This is an optimization exercise on Yosys and OpenROAD, whose aim is small area, not a production implementation. Function was not checked in any run shown here: the RTL went through the layout flow alone. Power is estimated from default activity; no workload was simulated.

<file path="flow/config.mk">
export PLATFORM = sky130hd
export DESIGN_NAME = ts0710_codec
export DESIGN_NICKNAME = ts0710_codec
export VERILOG_FILES = /design/flow/design.v
export SDC_FILE = /design/flow/constraint.sdc
export NUM_CORES = 4
export LEC_CHECK = 0
export CAP_MARGIN = 20
export CORE_MARGIN = 2
export CORE_UTILIZATION = 40
export CTS_BUF_LIST = sky130_fd_sc_hd__clkbuf_4
export CTS_CLUSTER_SIZE = 40
export SLEW_MARGIN = 20
</file>
<file path="flow/constraint.sdc">
create_clock -name core_clock -period 10.0 [get_ports {clk}]
set_input_delay 2.0000 -clock core_clock [delete_from_list [all_inputs] [get_ports {clk}]]
set_output_delay 2.0000 -clock core_clock [all_outputs]
set_load 0.01 [all_outputs]
</file>
<file path="flow/design.v">
module ts0710_crc_step (
    input  wire [7:0] crc_in,
    input  wire [7:0] data,
    output reg  [7:0] crc_out
);
    integer k;
    always @* begin
        crc_out = crc_in ^ data;
        for (k = 0; k < 8; k = k + 1) begin
            if (crc_out[0])
                crc_out = (crc_out >> 1) ^ 8'hE0;
            else
                crc_out = crc_out >> 1;
        end
    end
endmodule
module ts0710_rx (
    input  wire        clk,
    input  wire        rst,
    input  wire        compat,      
    input  wire        flush,       
    input  wire        rx_valid,
    input  wire [7:0]  rx_data,
    output reg         code_valid,
    output reg  [3:0]  code,
    output wire [7:0]  frm_addr,
    output wire [7:0]  frm_ctrl,
    output wire [15:0] frm_len,
    output wire [7:0]  frm_fcs,
    output reg         pay_valid,
    output wire [7:0]  pay_data,
    output reg         in_frame,
    output reg  [15:0] acc_len
);
    localparam [7:0] FLAG = 8'hF9;
    localparam [7:0] CRC_INIT = 8'hEB;
    localparam [7:0] CRC_RES  = 8'hCF;
    reg  [7:0]  addr_r;
    reg  [7:0]  ctrl_r;
    reg  [15:0] len_r;       
    reg         long_r;      
    reg         ff_r;        
    reg         past_r;      
    reg  [7:0]  crc_r;
    reg  [7:0]  b1;          
    reg  [7:0]  b2;          
    assign frm_addr = addr_r;
    assign frm_ctrl = ctrl_r;
    assign frm_len  = len_r;
    assign frm_fcs  = b2;
    assign pay_data = b2;
    wire [7:0] crc_next;
    ts0710_crc_step u_crc (.crc_in(crc_r), .data(b1), .crc_out(crc_next));
    wire is_flag  = (rx_data == FLAG);
    wire at_cap   = acc_len[15] & acc_len[2] & acc_len[1];
    wire overflow = in_frame & ~flush & at_cap;
    wire inf      = in_frame & ~flush & ~at_cap;    
    wire idx1     = (acc_len == 16'd1);
    wire idx2     = (acc_len == 16'd2);
    wire idx3     = (acc_len == 16'd3);
    wire idx4     = (acc_len == 16'd4);
    wire idx5     = (acc_len == 16'd5);
    wire collapse = is_flag & idx1;
    wire [15:0] flen = acc_len - (long_r ? 16'd6 : 16'd5);
    wire exact    = (flen == len_r);
    wire complete = is_flag & (exact | past_r);
    wire ctrl_uih = ((ctrl_r & 8'hEF) == 8'hEF);
    wire ctrl_ua  = ((ctrl_r & 8'hEF) == 8'h63);
    wire quirk    = compat & ff_r;
    wire fcs_ok   = (compat & ctrl_ua) | (crc_next == CRC_RES);
    wire append   = rx_valid & inf & ~collapse;
    wire hdr_cov  = (acc_len[15:3] == 13'd0) &
                    (~acc_len[2] | (~acc_len[1] & (~acc_len[0] | long_r)));
    wire pay_pos  = ~(acc_len[15:3] == 13'd0) | (acc_len[2] & acc_len[0] & ~long_r)
                  | (acc_len[2] & acc_len[1]);
    always @(posedge clk) begin
        if (rx_valid) begin
            b1 <= rx_data;
            b2 <= b1;
        end
        if (idx1) addr_r <= rx_data;
        if (idx2) ctrl_r <= rx_data;
        if (idx3) begin
            len_r  <= {9'd0, rx_data[7:1]};
            long_r <= ~rx_data[0];
            ff_r   <= (rx_data == 8'hFF);
        end
        if (idx4 && long_r) len_r[14:7] <= rx_data;
        if (append && complete) len_r <= flen;
        if (rst) len_r[15] <= 1'b0;
        if (!inf)
            crc_r <= CRC_INIT;
        else if (append && (!ctrl_uih || hdr_cov))
            crc_r <= crc_next;
        if (!inf)
            past_r <= 1'b0;
        else if (append && exact)
            past_r <= 1'b1;
        code <= 4'd2;
        if (!inf)
            code <= overflow ? (is_flag ? 4'd8 : 4'd7) : {3'd0, is_flag};
        else if (collapse)
            code <= 4'd3;
        else if (complete) begin
            if (quirk)
                code <= 4'd4;
            else if (!exact)
                code <= 4'd5;
            else if (fcs_ok)
                code <= 4'd4;
            else
                code <= 4'd6;
        end
        if (rst) begin
            code_valid <= 1'b0;
            pay_valid  <= 1'b0;
            in_frame   <= 1'b0;
            acc_len    <= 16'd0;
        end else begin
            code_valid <= rx_valid;
            pay_valid  <= append & ~complete & pay_pos;
            if (rx_valid) begin
                if (!inf) begin
                    in_frame <= is_flag;
                    acc_len  <= {15'd0, is_flag};
                end else if (complete && !collapse) begin
                    in_frame <= 1'b0;
                    acc_len  <= 16'd0;
                end else if (!collapse) begin
                    acc_len  <= acc_len + 16'd1;
                end
            end else if (flush) begin
                in_frame <= 1'b0;
                acc_len  <= 16'd0;
            end
        end
    end
endmodule
module ts0710_tx (
    input  wire        clk,
    input  wire        rst,
    input  wire        tx_start,
    input  wire [7:0]  tx_addr,
    input  wire [7:0]  tx_ctrl,
    input  wire [15:0] tx_len,
    output wire        tx_ready,
    input  wire        tx_pl_valid,
    input  wire [7:0]  tx_pl_data,
    output wire        tx_pl_ready,
    output reg         tx_valid,
    output reg  [7:0]  tx_data,
    output reg         len_err      
);
    localparam [7:0] FLAG = 8'hF9;
    localparam [2:0] S_IDLE  = 3'd0,
                     S_ADDR  = 3'd1,
                     S_CTRL  = 3'd2,
                     S_LEN0  = 3'd3,
                     S_LEN1  = 3'd4,
                     S_PAY   = 3'd5,
                     S_FCS   = 3'd6,
                     S_CLOSE = 3'd7;
    reg [2:0]  state;
    reg [7:1]  addr_r;
    reg [7:0]  ctrl_r;
    reg [14:0] len_r;
    reg [7:0]  crc_r;
    wire       ctrl_uih  = ((ctrl_r & 8'hEF) == 8'hEF);
    wire       short_len = (len_r[14:7] == 8'd0);
    wire       hi_zero   = (len_r[14:1] == 14'd0);
    wire [7:0] len_b0    = {len_r[6:0], short_len};
    wire [7:0] len_b1    = len_r[14:7];
    assign tx_ready    = (state == S_IDLE);
    assign tx_pl_ready = (state == S_PAY);
    reg  [7:0] out_byte;
    reg        out_en;
    reg        out_cov;
    always @* begin
        out_byte = FLAG;
        out_en   = 1'b0;
        out_cov  = 1'b0;
        case (state)
            S_IDLE:  begin out_en = tx_start & ~tx_len[15]; end
            S_ADDR:  begin out_byte = {addr_r, 1'b1}; out_en = 1'b1; out_cov = 1'b1; end
            S_CTRL:  begin out_byte = ctrl_r; out_en = 1'b1; out_cov = 1'b1; end
            S_LEN0:  begin out_byte = len_b0; out_en = 1'b1; out_cov = 1'b1; end
            S_LEN1:  begin out_byte = len_b1; out_en = 1'b1; out_cov = 1'b1; end
            S_PAY:   begin out_byte = tx_pl_data; out_en = tx_pl_valid; out_cov = !ctrl_uih; end
            S_FCS:   begin out_byte = ~crc_r; out_en = 1'b1; end
            S_CLOSE: begin out_en = 1'b1; end
            default: ;
        endcase
    end
    wire [7:0] crc_next;
    ts0710_crc_step u_crc (.crc_in(crc_r), .data(out_byte), .crc_out(crc_next));
    always @(posedge clk) begin
        tx_data <= out_byte;
        if (state == S_IDLE) begin
            addr_r <= tx_addr[7:1];
            ctrl_r <= tx_ctrl;
            len_r  <= tx_len[14:0];
            crc_r  <= 8'hFF;
        end else begin
            if (out_en && out_cov)
                crc_r <= crc_next;
            if (state == S_PAY && tx_pl_valid)
                len_r <= len_r - 15'd1;
        end
        if (rst) begin
            state    <= S_IDLE;
            tx_valid <= 1'b0;
            len_err  <= 1'b0;
        end else begin
            tx_valid <= out_en;
            len_err  <= (state == S_IDLE) & tx_start & tx_len[15];
            case (state)
                S_IDLE:  if (tx_start && !tx_len[15]) state <= S_ADDR;
                S_ADDR:  state <= S_CTRL;
                S_CTRL:  state <= S_LEN0;
                S_LEN0:  state <= !short_len ? S_LEN1 : (hi_zero && !len_r[0]) ? S_FCS : S_PAY;
                S_LEN1:  state <= S_PAY;
                S_PAY:   if (tx_pl_valid && hi_zero && len_r[0]) state <= S_FCS;
                S_FCS:   state <= S_CLOSE;
                S_CLOSE: state <= S_IDLE;
                default: state <= S_IDLE;
            endcase
        end
    end
endmodule
module ts0710_codec (
    input  wire        clk,
    input  wire        rst,           
    input  wire        compat,        
    input  wire        stat_clr,      
    input  wire        rx_valid,
    input  wire [7:0]  rx_data,
    input  wire        rx_flush,      
    output wire        rx_code_valid,
    output wire [3:0]  rx_code,
    output wire [7:0]  frm_addr,
    output wire [7:0]  frm_ctrl,
    output wire [15:0] frm_len,
    output wire [7:0]  frm_fcs,
    output wire        pay_valid,
    output wire [7:0]  pay_data,
    output wire        in_frame,
    output wire [15:0] acc_len,
    input  wire        tx_start,
    input  wire [7:0]  tx_addr,
    input  wire [7:0]  tx_ctrl,
    input  wire [15:0] tx_len,
    output wire        tx_ready,
    input  wire        tx_pl_valid,
    input  wire [7:0]  tx_pl_data,
    output wire        tx_pl_ready,
    output wire        tx_valid,
    output wire [7:0]  tx_data,
    output reg  [31:0] cnt_ok,
    output reg  [31:0] cnt_framing,
    output reg  [31:0] cnt_checksum,
    output reg  [31:0] cnt_overflow,
    output reg  [3:0]  err_flags      
);
    wire tx_len_err;
    ts0710_rx u_rx (
        .clk        (clk),
        .rst        (rst),
        .compat     (compat),
        .flush      (rx_flush),
        .rx_valid   (rx_valid),
        .rx_data    (rx_data),
        .code_valid (rx_code_valid),
        .code       (rx_code),
        .frm_addr   (frm_addr),
        .frm_ctrl   (frm_ctrl),
        .frm_len    (frm_len),
        .frm_fcs    (frm_fcs),
        .pay_valid  (pay_valid),
        .pay_data   (pay_data),
        .in_frame   (in_frame),
        .acc_len    (acc_len)
    );
    ts0710_tx u_tx (
        .clk         (clk),
        .rst         (rst),
        .tx_start    (tx_start),
        .tx_addr     (tx_addr),
        .tx_ctrl     (tx_ctrl),
        .tx_len      (tx_len),
        .tx_ready    (tx_ready),
        .tx_pl_valid (tx_pl_valid),
        .tx_pl_data  (tx_pl_data),
        .tx_pl_ready (tx_pl_ready),
        .tx_valid    (tx_valid),
        .tx_data     (tx_data),
        .len_err     (tx_len_err)
    );
    wire ev_ok   = rx_code_valid && (rx_code == 4'd4);
    wire ev_bad  = rx_code_valid && (rx_code == 4'd5);
    wire ev_csum = rx_code_valid && (rx_code == 4'd6);
    wire ev_ovf  = rx_code_valid && ((rx_code == 4'd7) || (rx_code == 4'd8));
    reg clr_d;
    always @(posedge clk) begin
        if (rst) clr_d <= 1'b0;
        else     clr_d <= stat_clr;
    end
    wire keep = ~(rst | clr_d);
    function automatic [31:0] cnt_next(input [31:0] cnt, input ev, input keep, input rst);
        integer i;
        reg c;
        begin
            c = ev;
            cnt_next[0] = ~rst & ((cnt[0] & keep) ^ ev);
            for (i = 1; i < 32; i = i + 1) begin
                c = c & cnt[i-1];
                cnt_next[i] = keep & (cnt[i] ^ c);
            end
        end
    endfunction
    always @(posedge clk) begin
        cnt_ok       <= cnt_next(cnt_ok,       ev_ok,   keep, rst);
        cnt_framing  <= cnt_next(cnt_framing,  ev_bad,  keep, rst);
        cnt_checksum <= cnt_next(cnt_checksum, ev_csum, keep, rst);
        cnt_overflow <= cnt_next(cnt_overflow, ev_ovf,  keep, rst);
        err_flags    <= ({4{keep}} & err_flags) |
                        ({4{~rst}} & {tx_len_err, ev_ovf, ev_csum, ev_bad});
    end
endmodule
</file>
<file path="flow/run.sh">
#!/bin/bash
# synth_recipe.tcl (not shown) runs the flow's synth.tcl, then flattens the netlist and writes it again
# the make line also repeats each setting of config.mk as NAME=value (left out here)
make -C /OpenROAD-flow-scripts/flow DESIGN_CONFIG=/design/flow/config.mk WORK_HOME=/design/flow/orfs CLKGATE_MAP_FILE= SYNTH_SCRIPT=/design/flow/synth_recipe.tcl finish
</file>
==> flow_summary_export.csv, run 1 <==
group,metric,value,unit
run_status,status,"finished clean",
timing,setup-tns-final,0,ns
die,dieArea,33320,sq um
clocking,clkTransAtPathRegs,0.06,ns
critical_path,crit_arrival,7.48,ns
synthesis,synth_xor_area_share,7.704,%
synthesis,synth_top_family_by_area,"simple AND/OR/NAND/NOR gates",
route,drtAntennaViolNets,0,
synthesis,syn-num-nets,1373,
synthesis,synth_edf_count,79,
die,die_w,182.5,microns
grt,grt_pass1_wl,50360,microns
critical_path,rr_worst_depth,35,
synthesis,yosysSeqAreaShare,47.97,%
final_layout,post-route-util,53.02,%
timing,setup_viol,0,
final_layout,multiInputGateArea,6227,sq um
final_layout,regArea,6116,sq um
critical_path,crit_type,"flop to flop",
final_layout,nets,1662,
clocking,cts_max_level,3,
clocking,insertion_delay,0.69,ns
min_path,hold_path_class,"flop to flop",
final_layout,final_cell_mix,"268 x clkdlybuf4s50_1, 187 x dfxtp_1, 130 x ha_1, 126 x and2_1, 119 x clkbuf_4",
synthesis,yosysTopAreaCell,"dfxtp_1",
grt,grt_pass1_vias,9349,
route,drt_wl_total,32170,microns
clocking,cts_tree,"yes",
timing,slew_headroom,29.01,%
route,first_pass_iters,5,
synthesis,avgSynthCellArea,10.75,sq um
timing,fin_crit_sh,69.02,%
synthesis,synth_area,12750,sq um
critical_path,r2r_slack,3.10,ns
clocking,numCtsBuffers,76,
route,drt_iter0_drc,526,
die,core,31470,sq um
synthesis,synth_ff_type,"dfxtp_1",
synthesis,yosys_warnings,4,
route,dr_wl_met2,14580,microns
critical_path,crit_required,10.57,ns
final_layout,nFillCells,2898,
critical_path,end_kind,"flop",
timing,finClkSkew,0.02921,ns
clocking,cts-root-buf,"clkbuf_4",
critical_path,cp-start-kind,"flop",
critical_path,cpPeakStageDelay,0.44,ns
placement,placed_area,15700,sq um
synthesis,synth-seq-cells,266,
clocking,clkSinkCount,266,
critical_path,slowest_stage,"o21ai_0",
route,dr_wl_met3,2338,microns
run,drv_cap,0,
pwr,powerDensity,147.5,nW/um^2
min_path,min_path_cells,2,
critical_path,crit_top_cell,"ha_1",
placement,gp_congestion,0.8965,
critical_path,worstPathMaxFanout,3,
grt,grt_start_max_net_pins,122,
grt,grt_overflow_total,0,
final_layout,final_design_area_no_fill,16690,sq um
pwr,total_power,2.462,mW
timing,slew_viol_final,0,
route,drc,0,
grt,grt_use_total,19.07,%
timing,timing.final.hold_violations,0,
synthesis,synth_fa_ha_area_share,12.91,%
grt,antenna_found_initial,2,
pwr,power.leakage,7.099,nW
min_path,min_from,"u_tx.len_err$_SDFF_PP0_",
clocking,cts_hold_buf,0,
critical_path,rr_endpoint,"cnt_overflow[30]$_DFF_P_",
synthesis,synth_top_area_share,29.36,%
min_path,hold_end,"err_flags[3]$_DFF_P_",
synthesis,synth_compound_area_share,7.959,%
final_layout,layout_commonest_cell,"clkdlybuf4s50_1",
route,highest-signal-layer,"met5",
synthesis,synth_area_leaders,"dfxtp_1 29%, edfxtp_1 19%, ha_1 13%, and2_1 6.2%, xnor2_1 4.7%",
route,vias,9666,
die,rows,65,
route,vias_per_cell,4.993,
route,wl_met1,14490,microns
clocking,postCtsSetupBuffers,0,
placement,dp_hpwl,23370,microns
route,wl_per_cell,16.62,microns
final_layout,layout-drive-gt1-share,9.785,%
synthesis,synthMuxAreaShare,1.806,%
synthesis,synthesis.instances,1186,
die,die_h,182.5,microns
pwr,ir_worst_vdd,0.07893,mV
die,start_util,40.51,%
timing,tightest_slew,1.057,ns
synthesis,synth_cell_types,75,
clocking,clock_path_buffers,3,
timing,period_needed,6.902,ns
final_layout,area_growth,30.89,%
placement,numPortBuffers,268,
die,io_pins,270,
synthesis,yosys.area_share.simple,18.40,%
synthesis,async_flop_share,0,%
timing,rsz0062_at_grt,"no",
clocking,cts_resized,0,
timing,fmax,144.9,MHz
critical_path,r2r-start,"u_rx.code[2]$_DFF_P_",
==> kinds of logic (layout without fill, tap and decap cells) <==
family                   Yosys count  in the layout
adder cells (fa/ha/maj)          131            131
AO/OA/AOI/OAI                    149            149
flip-flops                       266            266
multiplexers                      21             21
AND/OR/NAND/NOR                  420            420
XOR/XNOR                         104            104
other                              0              1
buffers and inverters             95            442
==> power breakdown <==
group	switching (mW)	internal, mW
registers	0.0424	1.15
logic	0.126	0.119
clock network	0.458	0.564
total	0.626	1.84
==> how the worst max path moves through the flow <==
| stage | startpoint | endpoint | slack (ns) |
|---|---|---|---|
| 4_1_cts | u_rx.code[2]$_DFF_P_ | cnt_overflow[31]$_DFF_P_ | 2.97 |
| 3_5_place_dp | u_rx.code[2]$_DFF_P_ | cnt_overflow[30]$_DFF_P_ | 3.00 |
| 3_3_place_gp | u_rx.code[2]$_DFF_P_ | cnt_overflow[31]$_DFF_P_ | 3.02 |
| 5_1_grt | u_rx.code[2]$_DFF_P_ | cnt_overflow[31]$_DFF_P_ | 2.66 |
| 6_report | u_rx.code[2]$_DFF_P_ | cnt_overflow[30]$_DFF_P_ | 3.10 |
| 2_1_floorplan | u_rx.code[2]$_DFF_P_ | cnt_overflow[30]$_DFF_P_ | 3.55 |
==> worst max-delay path: cells and delay by family (launching register included) <==
family	cells	cell delay, ns
adder cells (fa/ha/maj)	30	5.52
flip-flops	1	0.32
AO/OA/AOI/OAI	1	0.44
AND/OR/NAND/NOR	4	0.54
==> Yosys cell counts, types with 4 or more instances <==
master       n
a22o_1       4
ha_1       130
or4_1        6
a21oi_1     25
nor3b_1      6
and3_1       9
xnor2_1     69
a211o_1      4
nand3_1     19
nor2_1      51
nor4b_1      4
o21ai_0     51
nor2b_1     24
inv_1       30
or3_1       14
xor2_1      30
or2_2        4
and4_1       5
nor3_1      33
o2111ai_1    5
a31oi_1      6
and2_1     126
buf_1        4
buf_2        4
nand2_1     73
clkbuf_1    44
buf_4       10
dfxtp_1    187
nand3b_1     4
a211oi_1     9
mux2i_1     14
o211ai_1     4
nor4_1       9
edfxtp_1    79
nand4_1     13
nand2b_1     9
mux2_2       6
==> flip-flops by register name (all words and copies together), names as in the netlist, 3 cells and up <==
name / count
u_rx.acc_len: 16
err_flags: 4
u_rx.crc_r: 8
u_rx.b1: 8
cnt_overflow: 32
u_tx.addr_r: 7
u_tx.len_r: 15
cnt_ok: 32
u_rx.addr_r: 8
cnt_checksum: 32
u_tx.tx_data: 8
u_tx.crc_r: 8
u_tx.state: 3
u_rx.ctrl_r: 8
cnt_framing: 32
u_tx.ctrl_r: 8
u_rx.len_r: 16
u_rx.code: 4
u_rx.b2: 8
==> area by class of cell <==
cell class,instances,area share [%]
antenna,1,0.01499
clock buffer,119,5.353
clock inverter,17,0.5698
inverter,31,0.6973
multi-input combinational,825,37.31
sequential,266,36.65
tap,402,3.014
timing repair buffer,275,16.39
==> metal layers <==
layer  vias to the layer above  track usage [%]
met5                         -                0
met1                      4455            24.67
met2                       337            30.31
li1                       4814                -
met3                        58            5.408
met4                         2            7.194
==> per-stage QoR <==
stage	hold slack, ns	std cells	setup slack (ns)
final	0.4339	1936	3.098
after global routing	0.4826	1936	2.655
after CTS	0.4433	1935	2.967
after detailed placement	0.4354	1799	3.000
after global placement	0.4205	1799	3.023
after floorplan	0.4130	1186	3.552
==> run 2: changes to the inputs <==
--- a/flow/config.mk
+++ b/flow/config.mk
@@ -8,6 +8,4 @@
 export CAP_MARGIN = 20
 export CORE_MARGIN = 2
 export CORE_UTILIZATION = 40
-export CTS_BUF_LIST = sky130_fd_sc_hd__clkbuf_4
-export CTS_CLUSTER_SIZE = 40
 export SLEW_MARGIN = 20
==> run 2 against run 1 <==
Effect of this change:
- critical path depth unchanged
- setup slack gained 0.0045 ns
- clock skew is 0.013 ns lower
- combinational power about the same
- critical endpoint unchanged
- maximum frequency hardly changed
- global-route usage shrank 0.61 points
- utilization about the same
==> flow_summary_export.csv, run 2 <==
group,metric,value,unit
timing,tightest_slew,1.057,ns
synthesis,synth_area_leaders,"dfxtp_1 29%, edfxtp_1 19%, ha_1 13%, and2_1 6.2%, xnor2_1 4.7%",
timing,setup-tns-final,0,ns
timing,period_needed,6.898,ns
route,vias,9437,
pwr,powerDensity,152.3,nW/um^2
final_layout,layout_commonest_cell,"clkdlybuf4s50_1",
critical_path,rr_endpoint,"cnt_overflow[30]$_DFF_P_",
synthesis,synth_ff_type,"dfxtp_1",
route,drt_wl_total,31780,microns
die,io_pins,270,
pwr,power_frac_seq,47.0,%
final_layout,multiInputGateArea,6227,sq um
timing,slew_headroom,28.99,%
run_status,status,"finished clean",
synthesis,synth_area,12750,sq um
route,drtAntennaViolNets,0,
grt,grt_overflow_total,0,
timing,setup_viol,0,
synthesis,synth-seq-cells,266,
pwr,ir_worst_vdd,0.1161,mV
route,first_pass_iters,5,
critical_path,crit_top_cell,"ha_1",
synthesis,synth_cell_types,75,
final_layout,nFillCells,2843,
die,dieArea,33320,sq um
timing,fin_crit_sh,68.98,%
final_layout,final_cell_mix,"268 x clkdlybuf4s50_1, 187 x dfxtp_1, 130 x ha_1, 126 x and2_1, 79 x edfxtp_1",
critical_path,end_kind,"flop",
die,rows,65,
timing,finClkSkew,0.01581,ns
synthesis,async_flop_share,0,%
grt,grt_pass1_wl,49510,microns
clocking,clkTransAtPathRegs,0.06,ns
clocking,postCtsSetupBuffers,0,
run,drv_cap,0,
route,drc,0,
route,drt_iter0_drc,545,
placement,gp_congestion,0.8965,
placement,place_ws,3.000,ns
critical_path,cp.depth,35,
critical_path,slowest_stage,"o21ai_0",
synthesis,yosysSeqAreaShare,47.97,%
clocking,cts_tree,"yes",
critical_path,cp-start-kind,"flop",
final_layout,diodes,0,
critical_path,crit_arrival,7.36,ns
clocking,numCtsBuffers,31,
critical_path,r2r_slack,3.10,ns
die,start_util,40.51,%
synthesis,synth_most_common_cell,"dfxtp_1",
clocking,cts_resized,0,
grt,grt_pass1_vias,8963,
critical_path,cp-startpoint,"u_rx.code[2]$_DFF_P_",
pwr,total_power,2.542,mW
clocking,cts-root-buf,"clkbuf_16",
timing,fmax,145.0,MHz
die,die_h,182.5,microns
clocking,cts_hold_buf,0,
critical_path,endpoint,"cnt_overflow[30]$_DFF_P_",
placement,numPortBuffers,268,
critical_path,critPathTopFamily,"adder cells",
critical_path,rr_worst_depth,35,
critical_path,cp_num_buf_inv,0,
grt,grt_use_total,18.46,%
critical_path,worstPathMaxFanout,3,
min_path,hold_path_class,"flop to flop",
pwr,combPwrFrac,9.7,%
die,die_w,182.5,microns
final_layout,layout-drive-gt1-share,5.227,%
critical_path,r2r-start,"u_rx.code[2]$_DFF_P_",
pwr,switchingPower,616.1,uW
placement,dp_hpwl,23370,microns
synthesis,yosys_warnings,4,
timing,slew_viol_final,0,
pwr,clkPwrFrac,43.3,%
die,core,31470,sq um
synthesis,synth_commonest_cells,"187 x dfxtp_1, 130 x ha_1, 126 x and2_1, 79 x edfxtp_1, 73 x nand2_1",
pwr,internal_power,1.926,mW
route,wl_per_cell,17.12,microns
pwr,power.leakage,7.011,nW
clocking,clkSinkCount,266,
critical_path,cpPeakStageDelay,0.44,ns
final_layout,regArea,6116,sq um
clocking,clock_path_buffers,3,
clocking,cts_max_level,1,
critical_path,crit_type,"flop to flop",
clocking,insertion_delay,0.56,ns
timing,fin_hold_ws,0.4458,ns
synthesis,synthesis.instances,1186,
timing,fin_ws,3.102,ns
timing,rsz0062_at_grt,"no",
grt,grt_start_max_net_pins,122,
pwr,netSwitchingFraction,24.23,%
synthesis,yosysTopAreaCell,"dfxtp_1",
synthesis,avgSynthCellArea,10.75,sq um
final_layout,area_growth,30.96,%
synthesis,synth_edf_count,79,
timing,timing.final.hold_violations,0,
critical_path,crit_required,10.46,ns
grt,antenna_found_initial,1,
route,vias_per_cell,5.085,
final_layout,nets,1617,
synthesis,syn-num-nets,1373,
synthesis,synth_top_area_share,29.36,%
## run 2: cell counts after synthesis
No cell type changed its count.
## run 2: worst min-delay path, stage by stage (launching register included)
cell and delay, ns:
dfxtp_1 0.31, a21oi_1 0.04, nor2_1 0.07
## run 2: cell families after synthesis
group	share of synthesized area (%)
fa+ha+maj	12.91
compound gates	7.959
mux	1.806
xor+xnor	7.704
buf+inv	3.248
simple gates	18.40
flops	47.97
## run 2: worst min path at each step
stage	startpoint	to	slack, ns	cells after the start
2_1_floorplan	u_tx.len_err$_SDFF_PP0_	err_flags[3]$_DFF_P_	0.41	2
3_3_place_gp	u_tx.len_err$_SDFF_PP0_	err_flags[3]$_DFF_P_	0.42	2
3_5_place_dp	u_tx.len_err$_SDFF_PP0_	err_flags[3]$_DFF_P_	0.44	2
4_1_cts	u_tx.len_err$_SDFF_PP0_	err_flags[3]$_DFF_P_	0.45	2
5_1_grt	u_rx.b1[6]$_DFFE_PP_	u_rx.b2[6]$_DFFE_PP_	0.48	0
6_report	u_tx.len_err$_SDFF_PP0_	err_flags[3]$_DFF_P_	0.45	2
## run 2: power by group through the flow
stage / clock [mW] / combinational (mW) / sequential [mW]
after global routing: 1.18 / 0.272 / 1.20
after detailed placement: 0 / 0.245 / 1.22
after CTS: 1.13 / 0.246 / 1.19
after floorplan: 0 / 0.171 / 1.20
after global placement: 0 / 0.242 / 1.22
final: 1.10 / 0.246 / 1.20
## run 2: metal layers
metal	vias to the layer above	GRT usage, %	routed length, microns
li1	4677	-	-
met1	4417	24.96	14660
met2	289	30.43	14430
met3	52	3.772	2070
met4	2	4.258	602
met5	-	0	16
## run 2: area by class of cell
| type | count | area share (%) |
|---|---|---|
| clock buffers | 45 | 5.455 |
| multi-input cells | 825 | 37.29 |
| repair buffers | 275 | 16.38 |
| flip-flops and latches | 266 | 36.63 |
| clock inverters | 12 | 0.5320 |
| well taps | 402 | 3.012 |
| inverters | 31 | 0.6969 |
## run 2: stage by stage
stage               cell area (sq um)  utilization [%]  std cells
global route                    16700            53.05       1856
global placement                15700            49.87       1799
finish                          16700            53.05       1856
floorplan                       12750                -       1186
CTS                             16700            53.05       1856
detailed placement              15700            49.87       1799
==> run 3: changes to the inputs <==
--- a/flow/config.mk
+++ b/flow/config.mk
@@ -8,4 +8,7 @@
 export CAP_MARGIN = 20
 export CORE_MARGIN = 2
 export CORE_UTILIZATION = 40
+export CTS_BUF_LIST = sky130_fd_sc_hd__clkbuf_8
+export CTS_CLUSTER_DIAMETER = 60
+export CTS_CLUSTER_SIZE = 14
 export SLEW_MARGIN = 20
==> run 3 against run 2 <==
Effect of this change:
- still clean
- non-clock buffer count stayed put
- sequential share of layout area is 0.97 points higher
- via count is 0.60% lower
- clock skew is 0.011 ns higher
- final cell count is 0.48% lower
- utilization is 1.4 points lower
- die area stayed put
- final area is 2.6% lower
- global-route usage is 0.11 points lower
- largest cell class unchanged
==> flow_summary_export.csv, run 3 <==
group,metric,value,unit
synthesis,synth_xor_area_share,7.704,%
pwr,powerDensity,134.2,nW/um^2
timing,fin_hold_ws,0.4507,ns
synthesis,synth_commonest_cells,"187 x dfxtp_1, 130 x ha_1, 126 x and2_1, 79 x edfxtp_1, 73 x nand2_1",
timing,fin_ws,3.077,ns
min_path,min_from,"u_tx.len_err$_SDFF_PP0_",
critical_path,crit_arrival,7.38,ns
die,core,31470,sq um
route,drc,0,
clocking,clock_path_buffers,3,
grt,grt_pass1_vias,8845,
critical_path,rr_worst_depth,36,
synthesis,yosys_warnings,4,
clocking,clkSinkCount,266,
synthesis,synth-seq-cells,266,
synthesis,yosysTopAreaCell,"dfxtp_1",
final_layout,area_growth,27.59,%
critical_path,crit_type,"flop to flop",
synthesis,async_flop_share,0,%
run,drv_cap,0,
timing,slew_headroom,28.32,%
clocking,cts-root-buf,"clkbuf_8",
final_layout,nets,1613,
timing,timing.final.hold_violations,0,
critical_path,r2r_slack,3.08,ns
die,die_h,182.5,microns
synthesis,synth_edf_count,79,
final_layout,layout_commonest_cell,"clkdlybuf4s50_1",
placement,dp_hpwl,23370,microns
critical_path,r2r-start,"u_rx.code[2]$_DFF_P_",
critical_path,slowest_stage,"o21ai_0",
final_layout,diodes,0,
timing,fmax,144.5,MHz
timing,tightest_slew,1.067,ns
synthesis,synth_ff_type,"dfxtp_1",
run_status,status,"finished clean",
die,start_util,40.51,%
grt,grt_util_met2,30.21,%
final_layout,layout-drive-gt1-share,4.637,%
final_layout,final_cell_mix,"268 x clkdlybuf4s50_1, 187 x dfxtp_1, 130 x ha_1, 126 x and2_1, 79 x edfxtp_1",
critical_path,crit_required,10.45,ns
grt,busiest_layer,"met2",
synthesis,synth_cell_types,75,
final_layout,nFillCells,2901,
die,die_w,182.5,microns
pwr,power.leakage,6.819,nW
grt,gr-usage-met3,3.492,%
critical_path,end_kind,"flop",
placement,placed_area,15700,sq um
critical_path,cp_num_buf_inv,0,
pwr,internal_power,1.611,mW
critical_path,rr_endpoint,"cnt_overflow[31]$_DFF_P_",
pwr,total_power,2.183,mW
route,vias,9380,
clocking,cts_resized,0,
timing,fin_crit_sh,69.23,%
route,first_pass_iters,5,
critical_path,critPathTopFamily,"adder cells",
grt,grt_start_max_net_pins,122,
synthesis,synth_area,12750,sq um
grt,antenna_found_initial,1,
placement,place_inst,1799,
synthesis,synth_fa_ha_area_share,12.91,%
route,drt_iter0_drc,451,
placement,place_ws,3.000,ns
clocking,insertion_delay,0.58,ns
critical_path,cp-start-kind,"flop",
route,wl_per_cell,17.09,microns
die,io_pins,270,
synthesis,syn-num-nets,1373,
pwr,ir_worst_vdd,0.08268,mV
clocking,numCtsBuffers,27,
synthesis,synth_most_common_cell,"dfxtp_1",
grt,met1_usage,24.91,%
critical_path,cpPeakStageDelay,0.45,ns
route,drt_wl_total,31560,microns
die,rows,65,
min_path,hold_end,"err_flags[3]$_DFF_P_",
synthesis,synth_compound_area_share,7.959,%
pwr,netSwitchingFraction,26.19,%
timing,setup-tns-final,0,ns
synthesis,synthesis.instances,1186,
synthesis,synth_top_area_share,29.36,%
clocking,cts_hold_buf,0,
synthesis,synth_area_leaders,"dfxtp_1 29%, edfxtp_1 19%, ha_1 13%, and2_1 6.2%, xnor2_1 4.7%",
synthesis,synth_top_family_by_area,"simple AND/OR/NAND/NOR gates",
grt,grt_pass1_wl,49200,microns
timing,period_needed,6.923,ns
synthesis,synthMuxAreaShare,1.806,%
min_path,hold_path_class,"flop to flop",
clocking,clkTransAtPathRegs,0.10,ns
timing,finClkSkew,0.02660,ns
pwr,clkPwrFrac,34.1,%
critical_path,worstPathMaxFanout,3,
timing,slew_viol_final,0,
min_path,min_path_cells,2,
critical_path,crit_top_cell,"ha_1",
timing,setup_viol,0,
clocking,postCtsSetupBuffers,0,
clocking,cts_tree,"yes",
pwr,switchingPower,571.8,uW
route,vias_per_cell,5.079,
synthesis,yosysSeqAreaShare,47.97,%
die,dieArea,33320,sq um
final_layout,stdcell_count,1847,
placement,numPortBuffers,268,
timing,rsz0062_at_grt,"no",
synthesis,avgSynthCellArea,10.75,sq um
synthesis,yosys.area_share.simple,18.40,%
pwr,power_frac_seq,54.6,%
route,drtAntennaViolNets,0,
placement,gp_congestion,0.8965,
final_layout,final_design_area_no_fill,16270,sq um
final_layout,post-route-util,51.68,%
pwr,combPwrFrac,11.2,%
clocking,cts_max_level,1,
grt,grt_overflow_total,0,
grt,grt_use_total,18.36,%
## run 3: cell type report
class                      count  area (sq um)  share of cell area [%]
clock inverter                21         197.7                   1.215
inverter                      31         116.4                  0.7153
sequential                   266          6116                   37.60
tap                          402         503.0                   3.092
timing repair buffer         275          2735                   16.81
clock buffer                  27         371.6                   2.284
multi-input combinational    825          6227                   38.28
## run 3: worst register-to-register path: cells and delay by family, from the launching register on
family | cells | cell delay, ns
AOI/OAI and AO/OA | 1 | 0.46
xor gates and xnor gates | 1 | 0.15
and+or+nand+nor | 4 | 0.46
DFF | 1 | 0.33
adders and majority gates | 30 | 5.43
## run 3: cells by family after synthesis
logic type                 count (synthesis)
muxes                                     21
buffers and inverters                     95
adders and majority gates                131
and+or+nand+nor                          420
xor gates and xnor gates                 104
DFF                                      266
AOI/OAI and AO/OA                        149
## run 3: worst max-delay path by stage
stage,depth (start not counted),slack [ns],startpoint,end
floorplan,35,3.55,u_rx.code[2]$_DFF_P_,cnt_overflow[30]$_DFF_P_
global placement,36,3.02,u_rx.code[2]$_DFF_P_,cnt_overflow[31]$_DFF_P_
detailed placement,35,3.00,u_rx.code[2]$_DFF_P_,cnt_overflow[30]$_DFF_P_
CTS,36,2.97,u_rx.code[2]$_DFF_P_,cnt_overflow[31]$_DFF_P_
global route,36,2.66,u_rx.code[2]$_DFF_P_,cnt_overflow[31]$_DFF_P_
finish,36,3.08,u_rx.code[2]$_DFF_P_,cnt_overflow[31]$_DFF_P_
## run 3: per-layer routing
layer,routed length (microns),vias to the layer above
met5,16,-
li1,-,4653
met2,14330,303
met4,772,2
met1,14360,4376
met3,2073,46
## run 3: power by group through the flow
| stage | registers, mW | clock network, mW | logic [mW] |
|---|---|---|---|
| after global placement | 1.22 | 0 | 0.242 |
| after detailed placement | 1.22 | 0 | 0.245 |
| after CTS | 1.19 | 0.781 | 0.246 |
| final | 1.19 | 0.745 | 0.245 |
| after global routing | 1.20 | 0.817 | 0.272 |
| after floorplan | 1.20 | 0 | 0.171 |
==> run 4: changes to the inputs <==
--- a/flow/config.mk
+++ b/flow/config.mk
@@ -8,7 +8,7 @@
 export CAP_MARGIN = 20
 export CORE_MARGIN = 2
 export CORE_UTILIZATION = 40
-export CTS_BUF_LIST = sky130_fd_sc_hd__clkbuf_8
+export CTS_BUF_LIST = sky130_fd_sc_hd__clkbuf_16
 export CTS_CLUSTER_DIAMETER = 60
-export CTS_CLUSTER_SIZE = 14
+export CTS_CLUSTER_SIZE = 22
 export SLEW_MARGIN = 20
==> run 4 against run 3 <==
Effect of this change:
- sequential power is essentially flat
- utilization increased by 1.1 points
- total power grew 14%
- sequential share of layout area decreased by 0.81 points
- clock-buffer cell count unchanged
- still clean on timing, DRC and antenna
- non-clock buffer count unchanged
- clock skew increased by 0.0039 ns
- register-to-register slack hardly changed
- clock power rose by 41%
- critical endpoint unchanged
- via count shrank 0.11%
- wire length hardly changed
==> flow_summary_export.csv, run 4 <==
group,metric,value,unit
timing,slew_viol_final,0,
critical_path,rr_worst_depth,36,
timing,fmax,144.6,MHz
synthesis,syn-num-nets,1373,
final_layout,post-route-util,52.83,%
timing,setup_viol,0,
critical_path,end_kind,"flop",
pwr,internal_power,1.840,mW
placement,gp_congestion,0.8965,
pwr,powerDensity,149.5,nW/um^2
synthesis,synthMuxAreaShare,1.806,%
clocking,numCtsBuffers,27,
critical_path,cpPeakStageDelay,0.46,ns
grt,grt_overflow_total,0,
pwr,combPwrFrac,9.9,%
min_path,min_path_cells,2,
min_path,hold_path_class,"flop to flop",
synthesis,synth_area_leaders,"dfxtp_1 29%, edfxtp_1 19%, ha_1 13%, and2_1 6.2%, xnor2_1 4.7%",
clocking,postCtsSetupBuffers,0,
grt,grt_pass1_wl,49290,microns
route,wl_per_cell,17.08,microns
route,vias_per_cell,5.068,
final_layout,nets,1613,
grt,antenna_found_initial,1,
clocking,cts_max_level,1,
grt,grt_pass1_vias,8825,
pwr,netSwitchingFraction,26.00,%
synthesis,synth_top_family_by_area,"simple AND/OR/NAND/NOR gates",
die,die_w,182.5,microns
critical_path,crit_arrival,7.33,ns
timing,tightest_slew,1.059,ns
die,rows,65,
critical_path,crit_type,"flop to flop",
synthesis,synth_area,12750,sq um
route,vias,9370,
grt,grt_use_total,18.41,%
synthesis,async_flop_share,0,%
synthesis,synth_edf_count,79,
synthesis,synth_cell_types,75,
critical_path,slowest_stage,"o21ai_0",
synthesis,yosysTopAreaCell,"dfxtp_1",
pwr,power.leakage,6.960,nW
clocking,clock_path_buffers,3,
synthesis,synth_compound_area_share,7.959,%
timing,rsz0062_at_grt,"no",
die,die_h,182.5,microns
clocking,insertion_delay,0.56,ns
timing,slew_headroom,28.84,%
die,core,31470,sq um
critical_path,crit_required,10.42,ns
pwr,power_frac_seq,48.0,%
synthesis,synth_top_area_share,29.36,%
placement,dp_hpwl,23370,microns
timing,fin_crit_sh,69.16,%
pwr,switchingPower,646.3,uW
synthesis,synth_ff_type,"dfxtp_1",
clocking,clkTransAtPathRegs,0.08,ns
timing,setup-tns-final,0,ns
grt,grt_start_max_net_pins,122,
clocking,cts_tree,"yes",
critical_path,cp-start-kind,"flop",
route,drt_iter0_drc,512,
placement,place_ws,3.000,ns
synthesis,synth_xor_area_share,7.704,%
pwr,ir_worst_vdd,0.1237,mV
die,io_pins,270,
pwr,clkPwrFrac,42.1,%
route,drt_wl_total,31580,microns
synthesis,avgSynthCellArea,10.75,sq um
critical_path,worstPathMaxFanout,3,
final_layout,layout-drive-gt1-share,5.114,%
synthesis,yosys_warnings,4,
route,drtAntennaViolNets,0,
run_status,status,"finished clean",
final_layout,layout_commonest_cell,"clkdlybuf4s50_1",
placement,numPortBuffers,268,
timing,fin_ws,3.084,ns
synthesis,synth_most_common_cell,"dfxtp_1",
die,dieArea,33320,sq um
run,drv_cap,0,
synthesis,yosys.area_share.simple,18.40,%
clocking,clkSinkCount,266,
synthesis,synthesis.instances,1186,
die,start_util,40.51,%
final_layout,diodes,0,
route,drc,0,
synthesis,yosysSeqAreaShare,47.97,%
synthesis,synth_fa_ha_area_share,12.91,%
clocking,cts_resized,0,
timing,period_needed,6.916,ns
synthesis,synth-seq-cells,266,
clocking,cts_hold_buf,0,
critical_path,r2r_slack,3.08,ns
final_layout,final_cell_mix,"268 x clkdlybuf4s50_1, 187 x dfxtp_1, 130 x ha_1, 126 x and2_1, 79 x edfxtp_1",
critical_path,crit_top_cell,"ha_1",
final_layout,area_growth,30.41,%
timing,finClkSkew,0.03049,ns
route,first_pass_iters,5,
timing,timing.final.hold_violations,0,
synthesis,synth_commonest_cells,"187 x dfxtp_1, 130 x ha_1, 126 x and2_1, 79 x edfxtp_1, 73 x nand2_1",
clocking,cts-root-buf,"clkbuf_16",
run 4: path summary, 6_finish.rpt:
path                                 from                        to
hold reg to reg   u_tx.len_err$_SDFF_PP0_      err_flags[3]$_DFF_P_
setup reg to reg     u_rx.code[2]$_DFF_P_  cnt_overflow[31]$_DFF_P_
hold / removal    u_tx.len_err$_SDFF_PP0_      err_flags[3]$_DFF_P_
setup / recovery     u_rx.code[2]$_DFF_P_  cnt_overflow[31]$_DFF_P_
run 4: critical path, delay by kind of cell, from the launching register on:
kind	cells	cell delay, ns
AOI/OAI and AO/OA	1	0.46
DFF	1	0.32
xor gates and xnor gates	1	0.15
and+or+nand+nor	4	0.46
adders and majority gates	30	5.43
run 4: cell families after synthesis:
| logic type | Yosys count |
|---|---|
| muxes | 21 |
| and+or+nand+nor | 420 |
| AOI/OAI and AO/OA | 149 |
| DFF | 266 |
| xor gates and xnor gates | 104 |
| buffers and inverters | 95 |
| adders and majority gates | 131 |
run 4: area by class of cell:
cell class	instances	area [sq um]
repair buffers	275	2735
fillers	2868	14850
flip-flops and latches	266	6116
multi-input cells	825	6227
clock inverters	23	254.0
well taps	402	503.0
inverters	31	116.4
clock buffers	27	675.6
run 4: metrics by stage:
stage	power [mW]	cells	hold slack (ns)	cell area, sq um
floorplan	1.374	1186	0.4130	12750
finish	2.486	1849	0.4452	16630
detailed placement	1.463	1799	0.4354	15700
global placement	1.460	1799	0.4205	15700
CTS	2.520	1849	0.4530	16630
global route	2.597	1849	0.4868	16630
run 4: layer usage:
layer	wire length, microns	vias to the layer above	track usage [%]
li1	-	4673	-
met3	2103	35	3.712
met4	636	2	3.968
met5	16	-	0
met1	14400	4367	25.14
met2	14430	293	30.19
run 4: power groups by stage:
stage / clock network, mW / registers, mW / logic, mW
floorplan: 0 / 1.20 / 0.171
global placement: 0 / 1.22 / 0.242
detailed placement: 0 / 1.22 / 0.245
CTS: 1.08 / 1.19 / 0.246
global route: 1.13 / 1.20 / 0.272
finish: 1.05 / 1.19 / 0.245
==> run 5: changes to the inputs <==
==> flow/flow/run.sh (new file) <==
#!/bin/bash
# The standard layout, with plain buf_1 cells as the port buffers.
set -euo pipefail
bash standard.sh finish "BUFFER_PORTS_ARGS=-buffer_cell sky130_fd_sc_hd__buf_1" > standard.log 2>&1
==> flow/standard.sh (new file) <==
#!/bin/bash
# synth_recipe.tcl (not shown) runs the flow's synth.tcl, then flattens the netlist and writes it again
# the make line also repeats each setting of config.mk as NAME=value (left out here)
make -C /OpenROAD-flow-scripts/flow DESIGN_CONFIG=/design/flow/config.mk WORK_HOME=/design/flow/orfs CLKGATE_MAP_FILE= SYNTH_SCRIPT=/design/flow/synth_recipe.tcl "${@:-finish}"
--- a/flow/config.mk
+++ b/flow/config.mk
@@ -8,7 +8,4 @@
 export CAP_MARGIN = 20
 export CORE_MARGIN = 2
 export CORE_UTILIZATION = 40
-export CTS_BUF_LIST = sky130_fd_sc_hd__clkbuf_16
-export CTS_CLUSTER_DIAMETER = 60
-export CTS_CLUSTER_SIZE = 22
 export SLEW_MARGIN = 20
removed: flow/run.sh
==> run 5 against run 4 <==
Effect of this change:
- total power is 2.5% higher
- die area stayed put
- largest power group unchanged
- critical path type unchanged
- largest cell class unchanged
- via count is 0.43% lower
- synthesized cell count stayed put
- clock skew is 0.015 ns lower
- hold slack worse by 0.0013 ns
- clock-buffer cell count is 11 higher
==> flow_summary_export.csv, run 5 <==
group,metric,value,unit
critical_path,cpPeakStageDelay,0.47,ns
die,rows,65,
route,vias,9330,
grt,grt_pass1_wl,48570,microns
pwr,power_frac_seq,46.9,%
route,vias_per_cell,5.032,
synthesis,yosysTopAreaCell,"dfxtp_1",
die,die_w,182.5,microns
synthesis,synth_area_leaders,"dfxtp_1 29%, edfxtp_1 19%, ha_1 13%, and2_1 6.2%, xnor2_1 4.7%",
critical_path,critPathTopFamily,"adder cells",
clocking,numCtsBuffers,30,
run_status,status,"finished clean",
critical_path,crit_required,10.43,ns
grt,grt_use_total,18.10,%
synthesis,synth_area,12750,sq um
pwr,ir_worst_vdd,0.1449,mV
synthesis,synthesis.instances,1186,
die,io_pins,270,
route,wl_per_cell,16.57,microns
timing,fin_hold_ws,0.4439,ns
synthesis,syn-num-nets,1373,
synthesis,synth_edf_count,79,
synthesis,synth-seq-cells,266,
critical_path,cp-start-kind,"flop",
grt,antenna_found_initial,0,
placement,dp_hpwl,22680,microns
timing,rsz0062_at_grt,"no",
clocking,cts_max_level,1,
final_layout,nets,1616,
pwr,power.leakage,6.370,nW
grt,grt_pass1_vias,9080,
clocking,clkSinkCount,266,
placement,numPortBuffers,268,
final_layout,post-route-util,47.81,%
die,start_util,40.51,%
synthesis,synth_ff_type,"dfxtp_1",
route,drt_wl_total,30710,microns
clocking,clkTransAtPathRegs,0.06,ns
route,drc,0,
pwr,clkPwrFrac,44.4,%
min_path,hold_path_class,"flop to flop",
critical_path,cp_num_buf_inv,0,
synthesis,avgSynthCellArea,10.75,sq um
critical_path,crit_type,"flop to flop",
route,drtAntennaViolNets,0,
timing,setup-tns-final,0,ns
pwr,powerDensity,169.3,nW/um^2
timing,period_needed,6.943,ns
route,drt_iter0_drc,552,
timing,slew_viol_final,0,
critical_path,crit_top_cell,"ha_1",
timing,fmax,144.0,MHz
clocking,cts_hold_buf,0,
final_layout,final_cell_mix,"267 x buf_1, 187 x dfxtp_1, 130 x ha_1, 126 x and2_1, 79 x edfxtp_1",
final_layout,diodes,0,
clocking,clock_path_buffers,3,
clocking,cts_resized,0,
die,core,31470,sq um
clocking,cts-root-buf,"clkbuf_16",
critical_path,slowest_stage,"o21ai_0",
critical_path,end_kind,"flop",
timing,tightest_slew,1.005,ns
timing,fin_crit_sh,69.43,%
pwr,combPwrFrac,8.7,%
pwr,internal_power,1.938,mW
grt,grt_start_max_net_pins,122,
synthesis,async_flop_share,0,%
critical_path,worstPathMaxFanout,3,
final_layout,layout-drive-gt1-share,5.372,%
pwr,switchingPower,609.6,uW
timing,setup_viol,0,
final_layout,area_growth,18.03,%
clocking,postCtsSetupBuffers,0,
clocking,cts_tree,"yes",
pwr,netSwitchingFraction,23.93,%
synthesis,synth_top_area_share,29.36,%
die,die_h,182.5,microns
run,drv_cap,0,
timing,slew_headroom,32.49,%
synthesis,yosys_warnings,4,
placement,gp_congestion,0.8527,
final_layout,layout_commonest_cell,"buf_1",
critical_path,crit_arrival,7.38,ns
grt,grt_overflow_total,0,
synthesis,synth_commonest_cells,"187 x dfxtp_1, 130 x ha_1, 126 x and2_1, 79 x edfxtp_1, 73 x nand2_1",
timing,finClkSkew,0.01546,ns
timing,timing.final.hold_violations,0,
synthesis,synth_most_common_cell,"dfxtp_1",
synthesis,synth_cell_types,75,
clocking,insertion_delay,0.55,ns
die,dieArea,33320,sq um
route,first_pass_iters,4,
synthesis,yosysSeqAreaShare,47.97,%
-- run 5: worst paths after layout --
path	start	endpoint	slack, ns	cells after the start
worst max-delay path	u_rx.code[2]$_DFF_P_	cnt_overflow[30]$_DFF_P_	3.06	35
worst min-delay path	u_tx.len_err$_SDFF_PP0_	err_flags[3]$_DFF_P_	0.44	2
worst max register to register	u_rx.code[2]$_DFF_P_	cnt_overflow[30]$_DFF_P_	3.06	35
worst min register to register	u_tx.len_err$_SDFF_PP0_	err_flags[3]$_DFF_P_	0.44	2
-- run 5: per-stage QoR --
step | std cells | total power [mW] | setup slack, ns | instance area [sq um]
4_1_cts | 1854 | 2.585 | 2.932 | 15050
3_5_place_dp | 1799 | 1.440 | 2.977 | 14020
3_3_place_gp | 1799 | 1.436 | 2.997 | 14020
2_1_floorplan | 1186 | 1.374 | 3.552 | 12750
5_1_grt | 1854 | 2.653 | 2.468 | 15050
6_report | 1854 | 2.548 | 3.057 | 15050
-- run 5: layer usage --
metal  vias up  wire [microns]  GRT usage [%]
met3        42            2215          3.572
met5         -               0              0
li1       4673               -              -
met1      4294           13870          24.45
met4         0             565          4.387
met2       321           14070          29.87
-- run 5: worst min-delay path: stages (launching register included) --
cell and delay, ns:
dfxtp_1 0.31, a21oi_1 0.04, nor2_1 0.07
-- run 5: kinds of logic (layout without fill, tap and decap cells) --
logic type / Yosys count / after routing / synth area share (%)
compound gates: 149 / 149 / 7.959
xor+xnor: 104 / 104 / 7.704
fa+ha+maj: 131 / 131 / 12.91
buf+inv: 95 / 361 / 3.248
flops: 266 / 266 / 47.97
mux: 21 / 21 / 1.806
simple gates: 420 / 420 / 18.40
-- run 5: area by class of cell --
cell class	count	area, sq um
Fill cell	3019	16430
Multi-Input combinational cell	825	6227
Sequential cell	266	6116
Timing Repair Buffer	275	1060
Clock buffer	38	832.0
Tap cell	402	503.0
Clock inverter	17	193.9
Inverter	31	116.4
-- run 5: power groups by stage --
| stage | combinational [mW] | sequential, mW | clock [mW] |
|---|---|---|---|
| detailed placement | 0.222 | 1.22 | 0 |
| global placement | 0.219 | 1.22 | 0 |
| floorplan | 0.171 | 1.20 | 0 |
| global route | 0.248 | 1.20 | 1.21 |
| CTS | 0.223 | 1.19 | 1.17 |
| finish | 0.221 | 1.20 | 1.13 |
==> run 6: changes to the inputs <==
==> flow/flow/run.sh (replaced) <==
#!/bin/bash
# The standard layout, with plain buf_1 cells as the port buffers and a
# clock tree of clkbuf_4 cells.
set -euo pipefail
bash standard.sh finish "BUFFER_PORTS_ARGS=-buffer_cell sky130_fd_sc_hd__buf_1" \
  "CTS_ARGS=-sink_clustering_enable -repair_clock_nets -sink_clustering_size 8 -sink_clustering_max_diameter 40 -buf_list sky130_fd_sc_hd__clkbuf_4" > standard.log 2>&1
==> run 6 against run 5 <==
Effect of this change:
- sequential power hardly changed
- critical path type unchanged
- largest cell class unchanged
- critical path depth stayed put
- final cell count is 1.2% higher
- die area stayed put
==> flow_summary_export.csv, run 6 <==
group,metric,value,unit
synthesis,yosysSeqAreaShare,47.97,%
synthesis,synthesis.instances,1186,
final_layout,nets,1633,
pwr,ir_worst_vdd,0.1014,mV
timing,fin_hold_ws,0.4516,ns
critical_path,cp-startpoint,"u_rx.code[2]$_DFF_P_",
final_layout,area_growth,15.38,%
timing,slew_headroom,31.23,%
timing,fmax,144.2,MHz
final_layout,nFillCells,3068,
synthesis,yosysTopAreaCell,"dfxtp_1",
synthesis,avgSynthCellArea,10.75,sq um
synthesis,synth_area,12750,sq um
pwr,clkPwrFrac,37.5,%
critical_path,rr_endpoint,"cnt_overflow[30]$_DFF_P_",
critical_path,cp-start-kind,"flop",
route,drt_wl_total,30940,microns
grt,grt_overflow_total,0,
timing,rsz0062_at_grt,"no",
die,io_pins,270,
synthesis,synth_most_common_cell,"dfxtp_1",
critical_path,crit_top_cell,"ha_1",
final_layout,layout_commonest_cell,"buf_1",
critical_path,slowest_stage,"o21ai_0",
grt,antenna_found_initial,1,
critical_path,end_kind,"flop",
placement,gp_congestion,0.8527,
die,dieArea,33320,sq um
route,first_pass_iters,6,
route,drc,0,
critical_path,worstPathMaxFanout,3,
placement,numPortBuffers,268,
critical_path,r2r-start,"u_rx.code[2]$_DFF_P_",
timing,tightest_slew,1.024,ns
timing,timing.final.hold_violations,0,
critical_path,crit_arrival,7.51,ns
synthesis,synth-seq-cells,266,
route,wl_per_cell,16.48,microns
synthesis,synth_edf_count,79,
synthesis,synth_top_area_share,29.36,%
final_layout,layout-drive-gt1-share,6.920,%
synthesis,yosys_warnings,4,
final_layout,final_cell_mix,"267 x buf_1, 187 x dfxtp_1, 130 x ha_1, 126 x and2_1, 79 x edfxtp_1",
route,vias,9482,
critical_path,crit_type,"flop to flop",
min_path,hold_end,"err_flags[3]$_DFF_P_",
pwr,total_power,2.267,mW
synthesis,synth_cell_types,75,
route,drt_iter0_drc,571,
timing,setup_viol,0,
run,drv_cap,0,
min_path,min_from,"u_tx.len_err$_SDFF_PP0_",
pwr,netSwitchingFraction,25.72,%
final_layout,post-route-util,46.74,%
clocking,clkTransAtPathRegs,0.09,ns
synthesis,synth_area_leaders,"dfxtp_1 29%, edfxtp_1 19%, ha_1 13%, and2_1 6.2%, xnor2_1 4.7%",
synthesis,async_flop_share,0,%
pwr,combPwrFrac,9.8,%
clocking,insertion_delay,0.71,ns
pwr,power_frac_seq,52.6,%
clocking,cts-root-buf,"clkbuf_4",
pwr,powerDensity,154.1,nW/um^2
die,rows,65,
timing,setup-tns-final,0,ns
grt,grt_use_total,18.46,%
min_path,min_path_cells,2,
route,drtAntennaViolNets,0,
clocking,cts_hold_buf,0,
clocking,cts_tree,"yes",
synthesis,synth_commonest_cells,"187 x dfxtp_1, 130 x ha_1, 126 x and2_1, 79 x edfxtp_1, 73 x nand2_1",
clocking,postCtsSetupBuffers,0,
timing,finClkSkew,0.05535,ns
grt,grt_start_max_net_pins,122,
synthesis,syn-num-nets,1373,
synthesis,synth_ff_type,"dfxtp_1",
timing,period_needed,6.935,ns
critical_path,cpPeakStageDelay,0.44,ns
route,vias_per_cell,5.052,
clocking,cts_resized,0,
grt,grt_pass1_vias,9205,
pwr,switchingPower,583.0,uW
critical_path,crit_required,10.58,ns
timing,slew_viol_final,0,
critical_path,r2r_slack,3.07,ns
min_path,hold_path_class,"flop to flop",
pwr,internal_power,1.684,mW
run_status,status,"finished clean",
placement,placed_area,14020,sq um
die,die_w,182.5,microns
die,die_h,182.5,microns
timing,fin_crit_sh,69.35,%
clocking,clock_path_buffers,3,
grt,grt_pass1_wl,49080,microns
placement,dp_hpwl,22680,microns
clocking,clkSinkCount,266,
clocking,cts_max_level,2,
final_layout,final_design_area_no_fill,14710,sq um
pwr,power.leakage,6.257,nW
clocking,numCtsBuffers,47,
die,start_util,40.51,%
die,core,31470,sq um
critical_path,rr_worst_depth,35,
run 6: cell counts after synthesis:
Identical to the previous run, type by type.
run 6: cell type report:
cell class              count  area, sq um  area share (%)
multi-input cells         825         6227           42.33
repair buffers            275         1060           7.204
inverters                  31        116.4          0.7910
flip-flops and latches    266         6116           41.58
clock buffers              59        442.9           3.011
clock inverters            18        242.7           1.650
well taps                 402        503.0           3.419
diodes                      1        2.502         0.01701
run 6: worst max path at each step:
stage          depth (start not counted)  slack [ns]                        to
6_report                              35        3.07  cnt_overflow[30]$_DFF_P_
5_1_grt                               36        2.47  cnt_overflow[31]$_DFF_P_
4_1_cts                               35        2.94  cnt_overflow[30]$_DFF_P_
3_5_place_dp                          35        2.98  cnt_overflow[30]$_DFF_P_
3_3_place_gp                          36        3.00  cnt_overflow[31]$_DFF_P_
2_1_floorplan                         35        3.55  cnt_overflow[30]$_DFF_P_
run 6: worst max-delay path, delay by kind of cell, from the launching register on:
kind,cells,cell delay [ns]
compound gates,1,0.44
fa+ha+maj,30,5.54
flops,1,0.33
simple gates,4,0.53
run 6: per-layer routing:
| layer | routed length [microns] | up-vias | track usage (%) |
|---|---|---|---|
| met2 | 13870 | 336 | 29.52 |
| li1 | - | 4711 | - |
| met5 | 0 | - | 0 |
| met4 | 702 | 0 | 5.871 |
| met1 | 14130 | 4379 | 24.48 |
| met3 | 2237 | 56 | 4.730 |
run 6: power by group through the flow:
| stage | logic, mW | registers (mW) | clock network (mW) |
|---|---|---|---|
| CTS | 0.224 | 1.19 | 0.885 |
| floorplan | 0.171 | 1.20 | 0 |
| detailed placement | 0.222 | 1.22 | 0 |
| global route | 0.249 | 1.20 | 0.933 |
| global placement | 0.219 | 1.22 | 0 |
| finish | 0.223 | 1.19 | 0.851 |
run 6: per-stage QoR:
| stage | worst slack (ns) | instances |
|---|---|---|
| floorplan | 3.552 | 1186 |
| global placement | 2.997 | 1799 |
| detailed placement | 2.977 | 1799 |
| CTS | 2.940 | 1876 |
| global route | 2.469 | 1877 |
| finish | 3.065 | 1877 |
run 6: logic make-up after synthesis:
| logic type | share of synthesized area, % |
|---|---|
| simple gates | 18.40 |
| flops | 47.97 |
| compound gates | 7.959 |
| fa+ha+maj | 12.91 |
| xor+xnor | 7.704 |
| buf+inv | 3.248 |
| mux | 1.806 |
==> run 7: changes to the inputs <==
==> flow/flow/run.sh (replaced) <==
#!/bin/bash
# The standard layout, with plain buf_1 cells as the port buffers and a
# clock tree of clkbuf_8 cells on clusters of up to 14 flip-flops.
set -euo pipefail
bash standard.sh finish "BUFFER_PORTS_ARGS=-buffer_cell sky130_fd_sc_hd__buf_1" \
  "CTS_ARGS=-sink_clustering_enable -repair_clock_nets -sink_clustering_size 14 -sink_clustering_max_diameter 60 -buf_list sky130_fd_sc_hd__clkbuf_8 -dont_use_dummy_load" > standard.log 2>&1
==> run 7 against run 6 <==
Effect of this change:
- largest cell class unchanged
- total power decreased by 11%
- via count is 2.4% lower
- sequential share of layout area is 0.83 points higher
- critical endpoint unchanged
- synthesized cell count unchanged
- non-clock buffer count unchanged
- area after synthesis unchanged
- final cell count down 2.6%
- die area unchanged
- critical path depth unchanged
- still clean on timing, DRC and antenna
- sequential power is essentially flat
- setup slack better by 0.0095 ns
==> flow_summary_export.csv, run 7 <==
group,metric,value,unit
clocking,numCtsBuffers,29,
pwr,ir_worst_vdd,0.09739,mV
route,first_pass_iters,5,
die,dieArea,33320,sq um
clocking,cts_resized,0,
synthesis,avgSynthCellArea,10.75,sq um
synthesis,synth_most_common_cell,"dfxtp_1",
critical_path,crit_top_cell,"ha_1",
grt,grt_use_total,17.99,%
critical_path,r2r-start,"u_rx.code[2]$_DFF_P_",
final_layout,diodes,0,
critical_path,endpoint,"cnt_overflow[30]$_DFF_P_",
clocking,postCtsSetupBuffers,0,
die,core,31470,sq um
timing,rsz0062_at_grt,"no",
route,vias_per_cell,5.065,
timing,setup-tns-final,0,ns
final_layout,regArea,6116,sq um
critical_path,end_kind,"flop",
clocking,clkTransAtPathRegs,0.09,ns
synthesis,yosysSeqAreaShare,47.97,%
critical_path,cp-startpoint,"u_rx.code[2]$_DFF_P_",
final_layout,area_growth,13.11,%
clocking,cts_max_level,1,
placement,gp_congestion,0.8527,
grt,antenna_found_initial,0,
route,wl_per_cell,16.68,microns
synthesis,yosysTopAreaCell,"dfxtp_1",
final_layout,layout_commonest_cell,"buf_1",
critical_path,cpPeakStageDelay,0.44,ns
final_layout,nets,1615,
synthesis,async_flop_share,0,%
die,die_w,182.5,microns
timing,setup_viol,0,
route,vias,9258,
synthesis,synth_edf_count,79,
timing,period_needed,6.925,ns
grt,grt_pass1_vias,9028,
synthesis,synth_top_area_share,29.36,%
timing,fmax,144.4,MHz
synthesis,synth-seq-cells,266,
min_path,min_from,"u_tx.len_err$_SDFF_PP0_",
route,drt_wl_total,30500,microns
clocking,clock_path_buffers,3,
pwr,power.leakage,6.072,nW
timing,timing.final.hold_violations,0,
timing,finClkSkew,0.07728,ns
synthesis,synth_ff_type,"dfxtp_1",
synthesis,synth_commonest_cells,"187 x dfxtp_1, 130 x ha_1, 126 x and2_1, 79 x edfxtp_1, 73 x nand2_1",
route,drtAntennaViolNets,0,
clocking,cts_hold_buf,0,
grt,grt_start_max_net_pins,122,
pwr,powerDensity,140.1,nW/um^2
critical_path,crit_type,"flop to flop",
critical_path,crit_arrival,7.38,ns
run_status,status,"finished clean",
die,rows,65,
clocking,cts_tree,"yes",
die,io_pins,270,
placement,dp_hpwl,22680,microns
synthesis,synth_area,12750,sq um
clocking,cts-root-buf,"clkbuf_8",
synthesis,synthesis.instances,1186,
final_layout,multiInputGateArea,6227,sq um
placement,numPortBuffers,268,
final_layout,layout-drive-gt1-share,3.997,%
final_layout,stdcell_count,1828,
critical_path,slowest_stage,"o21ai_0",
synthesis,synth_area_leaders,"dfxtp_1 29%, edfxtp_1 19%, ha_1 13%, and2_1 6.2%, xnor2_1 4.7%",
critical_path,worstPathMaxFanout,3,
critical_path,crit_required,10.45,ns
placement,place_inst,1799,
clocking,insertion_delay,0.58,ns
synthesis,yosys_warnings,4,
timing,tightest_slew,1.013,ns
synthesis,syn-num-nets,1373,
timing,slew_viol_final,0,
critical_path,rr_worst_depth,35,
route,drt_iter0_drc,556,
grt,grt_pass1_wl,48350,microns
final_layout,final_cell_mix,"267 x buf_1, 187 x dfxtp_1, 130 x ha_1, 126 x and2_1, 79 x edfxtp_1",
clocking,clkSinkCount,266,
critical_path,cp-start-kind,"flop",
critical_path,rr_endpoint,"cnt_overflow[30]$_DFF_P_",
min_path,hold_path_class,"flop to flop",
timing,slew_headroom,31.96,%
die,die_h,182.5,microns
route,drc,0,
die,start_util,40.51,%
grt,grt_overflow_total,0,
final_layout,nFillCells,3074,
run,drv_cap,0,
synthesis,synth_cell_types,75,
critical_path,r2r_slack,3.07,ns
timing,fin_crit_sh,69.25,%
-- run 7: power breakdown --
group          leakage, nW  internal, mW  switching, mW
Sequential            2.29          1.15         0.0425
Combinational         3.57        0.0959          0.126
Clock                0.209         0.256          0.349
Total                 6.07          1.50          0.517
-- run 7: per-stage QoR --
stage,worst slack [ns],area [sq um],hold WS (ns),utilization [%],total power [mW]
after detailed placement,2.977,14020,0.4394,44.55,1.440
after global placement,2.997,14020,0.4230,44.55,1.436
final,3.075,14420,0.4451,45.82,2.021
after global routing,2.456,14420,0.4846,45.82,2.126
after CTS,2.923,14420,0.4575,45.82,2.056
after floorplan,3.552,12750,0.4130,-,1.374
-- run 7: layout make-up --
class                   count  area share (%)
clock buffers              29           2.768
flip-flops and latches    266           42.41
repair buffers            275           7.349
inverters                  31          0.8069
multi-input cells         825           43.18
well taps                 402           3.488
-- run 7: critical path, delay by kind of cell, from the launching register on --
family          cells  cell delay [ns]
fa+ha+maj          30             5.53
compound gates      1             0.44
simple gates        4             0.53
flops               1             0.32
-- run 7: per-layer routing --
metal	routed length (microns)	track usage [%]	up-vias
met2	13970	29.57	312
met1	13830	24.53	4273
met5	0	0	-
met4	451	3.742	0
li1	-	-	4635
met3	2249	3.712	38
-- run 7: cells by family (layout without fill, tap and decap cells) --
| group | after synthesis | after routing | synth area share (%) |
|---|---|---|---|
| DFF | 266 | 266 | 47.97 |
| AOI/OAI and AO/OA | 149 | 149 | 7.959 |
| buffers and inverters | 95 | 335 | 3.248 |
| adders and majority gates | 131 | 131 | 12.91 |
| xor gates and xnor gates | 104 | 104 | 7.704 |
| muxes | 21 | 21 | 1.806 |
| and+or+nand+nor | 420 | 420 | 18.40 |
-- run 7: how the worst min path moves through the flow --
| stage | end | slack [ns] | cells after the start |
|---|---|---|---|
| finish | err_flags[3]$_DFF_P_ | 0.45 | 2 |
| global route | u_rx.b2[0]$_DFFE_PP_ | 0.48 | 0 |
| CTS | err_flags[3]$_DFF_P_ | 0.46 | 2 |
| detailed placement | err_flags[3]$_DFF_P_ | 0.44 | 2 |
| global placement | err_flags[3]$_DFF_P_ | 0.42 | 2 |
| floorplan | err_flags[3]$_DFF_P_ | 0.41 | 2 |

[separate check: timing with driven ports]
How much do the figures lean on ideal ports? The routed layouts below were timed once more, with nothing changed but the port constraints.
Step 1 (the two cells are an assumption about what drives the block):
set clk [get_ports {clk}]
set_driving_cell -lib_cell sky130_fd_sc_hd__clkbuf_16 $clk
set_driving_cell -lib_cell sky130_fd_sc_hd__buf_2 [delete_from_list [all_inputs] $clk]
Step 2, shift: input delay + t, output delay - t, t = (earliest + latest rising clock arrival at the registers) / 2. This alone moves slack from input paths to output paths.
Three values: ideal, step 1, step 2; two values: the first two.
run | shift t [ns] | setup slack, ns | worst register clock-pin slew, ns | worst slew at a driven data input, ns
run 1 | 0.720 | 3.098 / 3.098 / 3.098 | 0.07 / 0.07 | 0.07
run 2 | 0.607 | 3.102 / 3.102 / 3.102 | 0.06 / 0.06 | 0.08
run 3 | 0.619 | 3.077 / 3.077 / 3.077 | 0.10 / 0.10 | 0.07
run 4 | 0.591 | 3.084 / 3.084 / 3.084 | 0.08 / 0.08 | 0.07
run 5 | 0.595 | 3.057 / 3.057 / 3.057 | 0.06 / 0.06 | 0.06
run 6 | 0.720 | 3.065 / 3.065 / 3.065 | 0.11 / 0.11 | 0.06
run 7 | 0.593 | 3.075 / 3.075 / 3.075 | 0.09 / 0.09 | 0.06
After both steps setup and hold are still met in every run listed.
